This is an optimization exercise on Yosys and OpenROAD, whose aim is small area, a short achievable clock period and few clock cycles, not a production implementation.
Where RTL was checked, it was by simulation tests only, not by an equivalence proof against the original.
Power figures rest on the tool's default switching activity, not on a simulated workload.

Design pgc_units, start of the top module:
module pgc_units (
    input  wire        clk,
    input  wire        rst,           
    input  wire        cmd_valid,
    output wire        cmd_ready,
    input  wire [3:0]  cmd_op,
    input  wire [31:0] cmd_opa,
    output reg         rsp_valid,
    output reg         rsp_refused,
    output reg  [31:0] rsp_res
);
Settings: LEC_CHECK=0, CAP_MARGIN=20, CORE_MARGIN=2, CORE_UTILIZATION=40, CTS_BUF_LIST=sky130_fd_sc_hd__clkbuf_4 sky130_fd_sc_hd__clkbuf_8, SETUP_SLACK_MARGIN=5, SLEW_MARGIN=20, SYNTH_HIERARCHICAL=1; clock period 8.0 ns.
standard.sh (not shown) runs the stock make flow with config.mk's settings and CLKGATE_MAP_FILE= SYNTH_SCRIPT=/design/flow/synth_recipe.tcl, a recipe that flattens the netlist after the stock synthesis.
==> flow/flow/run.sh <==
#!/bin/bash
# The standard layout, with one change: the buffer that buffer_ports puts on
# every input and output port is the smallest plain buffer (buf_1) rather
# than the one it picks by default. Each port still gets its own buffer.
set -euo pipefail
export BUFFER_PORTS_ARGS="-buffer_cell sky130_fd_sc_hd__buf_1"
bash standard.sh > standard.log 2>&1
Testbench counts at the start, summed over its fixed seeds: cycles 25,286.
Change:
--- a/flow/design.v
+++ b/flow/design.v
@@ -19,12 +19,14 @@
     localparam [31:0] KEY          = 32'h43202F2F;
     localparam [29:0] POS_INIT     = 30'h3F7FFFD0;   
     reg [15:0] crc;
     reg [31:0] lcg;
     reg [29:0] pos;
     reg        busy;      
+    reg  [7:0] crc_b;
+    reg        crc_p;
     function [15:0] crc_update;
         input [15:0] c_in;
         input [7:0]  b;
         reg   [15:0] c;
         integer      i;
         begin
@@ -864,12 +866,14 @@
     assign lcg_next[29] = b_p29 ^ b_Gs4_28;
     assign res_next[29] = b_p29 ^ rsp_res[29] ^ b_Gs4_28;
     assign lcg_next[30] = b_p30 ^ b_Gs4_29;
     assign res_next[30] = b_p30 ^ rsp_res[30] ^ b_Gs4_29;
     assign lcg_next[31] = b_p31 ^ b_Gs4_30;
     assign res_next[31] = b_p31 ^ rsp_res[31] ^ b_Gs4_30;
+    wire [15:0] crc_upd = crc_update(crc, crc_b);
+    wire [15:0] crc_cur = crc_p ? crc_upd : crc;
     assign cmd_ready = ~busy;
     wire accept     = cmd_valid & ~busy;
     wire is_crc_new = cmd_op == OP_CRC_NEW;
     wire is_crc_upd = cmd_op == OP_CRC_UPD;
     wire is_sum16   = cmd_op == OP_CRC_SUM16;
     wire is_new     = cmd_op == OP_CIPH_NEW;
@@ -885,21 +889,25 @@
             busy      <= accept & is_enc;
         end
         rsp_refused <= ~busy & (cmd_op[3] | (cmd_op[2] & cmd_op[1]));
         if (busy)
             rsp_res <= res_next;
         else if (is_sum16)
-            rsp_res <= {16'h0000, crc};
+            rsp_res <= {16'h0000, crc_cur};
         else
             rsp_res <= cmd_opa ^ {pos, 2'b00} ^ KEY;
         if (accept) begin
-            if (is_crc_new) crc <= CRC_INIT;
-            if (is_crc_upd) crc <= crc_update(crc, cmd_opa[7:0]);
             if (is_new)     lcg <= cmd_opa;
         end
         if (busy) lcg <= lcg_next;
+        crc_b <= cmd_opa[7:0];
+        crc_p <= accept & is_crc_upd;
+        if (accept & is_crc_new)
+            crc <= CRC_INIT;
+        else if (crc_p)
+            crc <= crc_upd;
         pos <= (accept & is_new) ? POS_INIT : pos ^ (pos_zero & {30{busy}});
     end
 endmodule
 module pgc_fa (
     input  wire a,
     input  wire b,
Die area rose slightly; worst hold slack is worse by 0.0072 ns; global-route usage rose by 0.33 points; register-to-register slack is worse by 0.04 ns; via count rose slightly; wire length rose by a few percent; synthesized area rose slightly; setup slack is worse by 0.041 ns.
The RTL of the second run of this note was laid out without a check of its function.

--- another note on this design; it stands on its own ---

==> flow/design.v (excerpt) <==
module pgc_units (
    input  wire        clk,
    input  wire        rst,           
    input  wire        cmd_valid,
    output wire        cmd_ready,
    input  wire [3:0]  cmd_op,
    input  wire [31:0] cmd_opa,
    output reg         rsp_valid,
    output reg         rsp_refused,
    output reg  [31:0] rsp_res
);
clock: 8.0 ns
lec_check: 0
cap_margin: 20
core_margin: 2
core_utilization: 40
cts_buf_list: sky130_fd_sc_hd__clkbuf_4 sky130_fd_sc_hd__clkbuf_8
setup_slack_margin: 5
slew_margin: 20
synth_hierarchical: 1
standard.sh (not shown) runs the stock make flow with config.mk's settings and CLKGATE_MAP_FILE= SYNTH_SCRIPT=/design/flow/synth_recipe.tcl, a recipe that flattens the netlist after the stock synthesis.
==> flow/flow/run.sh <==
#!/bin/bash
set -euo pipefail
export BUFFER_PORTS_ARGS="-buffer_cell sky130_fd_sc_hd__buf_1"
bash standard.sh SETUP_SLACK_MARGIN=5.3 finish > standard.log 2>&1
The starting point passed the timing, design-rule and antenna checks.
Testbench counts at the start, summed over its fixed seeds: cycles 25,286.
Rerun with:
==> flow/run.sh (new file) <==
#!/bin/bash
# synth_recipe.tcl (not shown) runs the flow's synth.tcl, then flattens the netlist and writes it again
# the make line also repeats each setting of config.mk as NAME=value (left out here)
make -C /OpenROAD-flow-scripts/flow DESIGN_CONFIG=/design/flow/config.mk WORK_HOME=/design/flow/orfs CLKGATE_MAP_FILE= SYNTH_SCRIPT=/design/flow/synth_recipe.tcl finish
removed: flow/flow/run.sh
removed: flow/standard.sh
Effect:
- sequential power is about the same
- sequential cell count does not change
- hold slack got worse by 0.0075 ns
- total power came out lower by 6.9%
- count of clock-buffer cells in the layout came out lower by 2
- via count came out lower by 3.4%
- die area is unchanged
- final area came out lower by 2.9%
- routed wire length came out lower by 1.2%
- combinational power came out lower by 13%
- synthesized area stays the same

## separate check: timing with driven ports
Ports are ideal in the flow. The routed layouts listed here were re-timed in OpenROAD. Step 1 assumes that a clkbuf_16 drives the clock port and a buf_2 every other input. Step 2, shift: input delay + t, output delay - t, t = (earliest + latest rising clock arrival at the registers) / 2. This alone moves slack from input paths to output paths. a / b / c = ideal ports / drivers / drivers and shift; a / b = the first two.
| run | t, ns | setup WS [ns] | hold slack, ns | worst setup path at the end | slew at the worst register clock pin (ns) |
|---|---|---|---|---|---|
| the first run of note 1 | 0.512 | 5.043 / 5.043 / 4.561 | 0.536 / 0.536 / 0.536 | input to register | 0.11 / 0.11 |
| the second run of note 1 | 0.524 | 5.001 / 4.962 / 4.814 | 0.528 / 0.528 / 0.528 | input to register | 0.11 / 0.11 |
| the first run of note 2 | 0.520 | 5.016 / 5.016 / 4.550 | 0.518 / 0.518 / 0.518 | input to register | 0.11 / 0.11 |
| the second run of note 2 | 0.520 | 5.026 / 5.023 / 4.527 | 0.511 / 0.511 / 0.511 | input to register | 0.11 / 0.11 |
After both steps setup and hold are still met in every run listed. For the second run of note 2, which loses most, drivers alone change the setup slack by -0.003 ns; drivers and shift together by -0.499 ns.
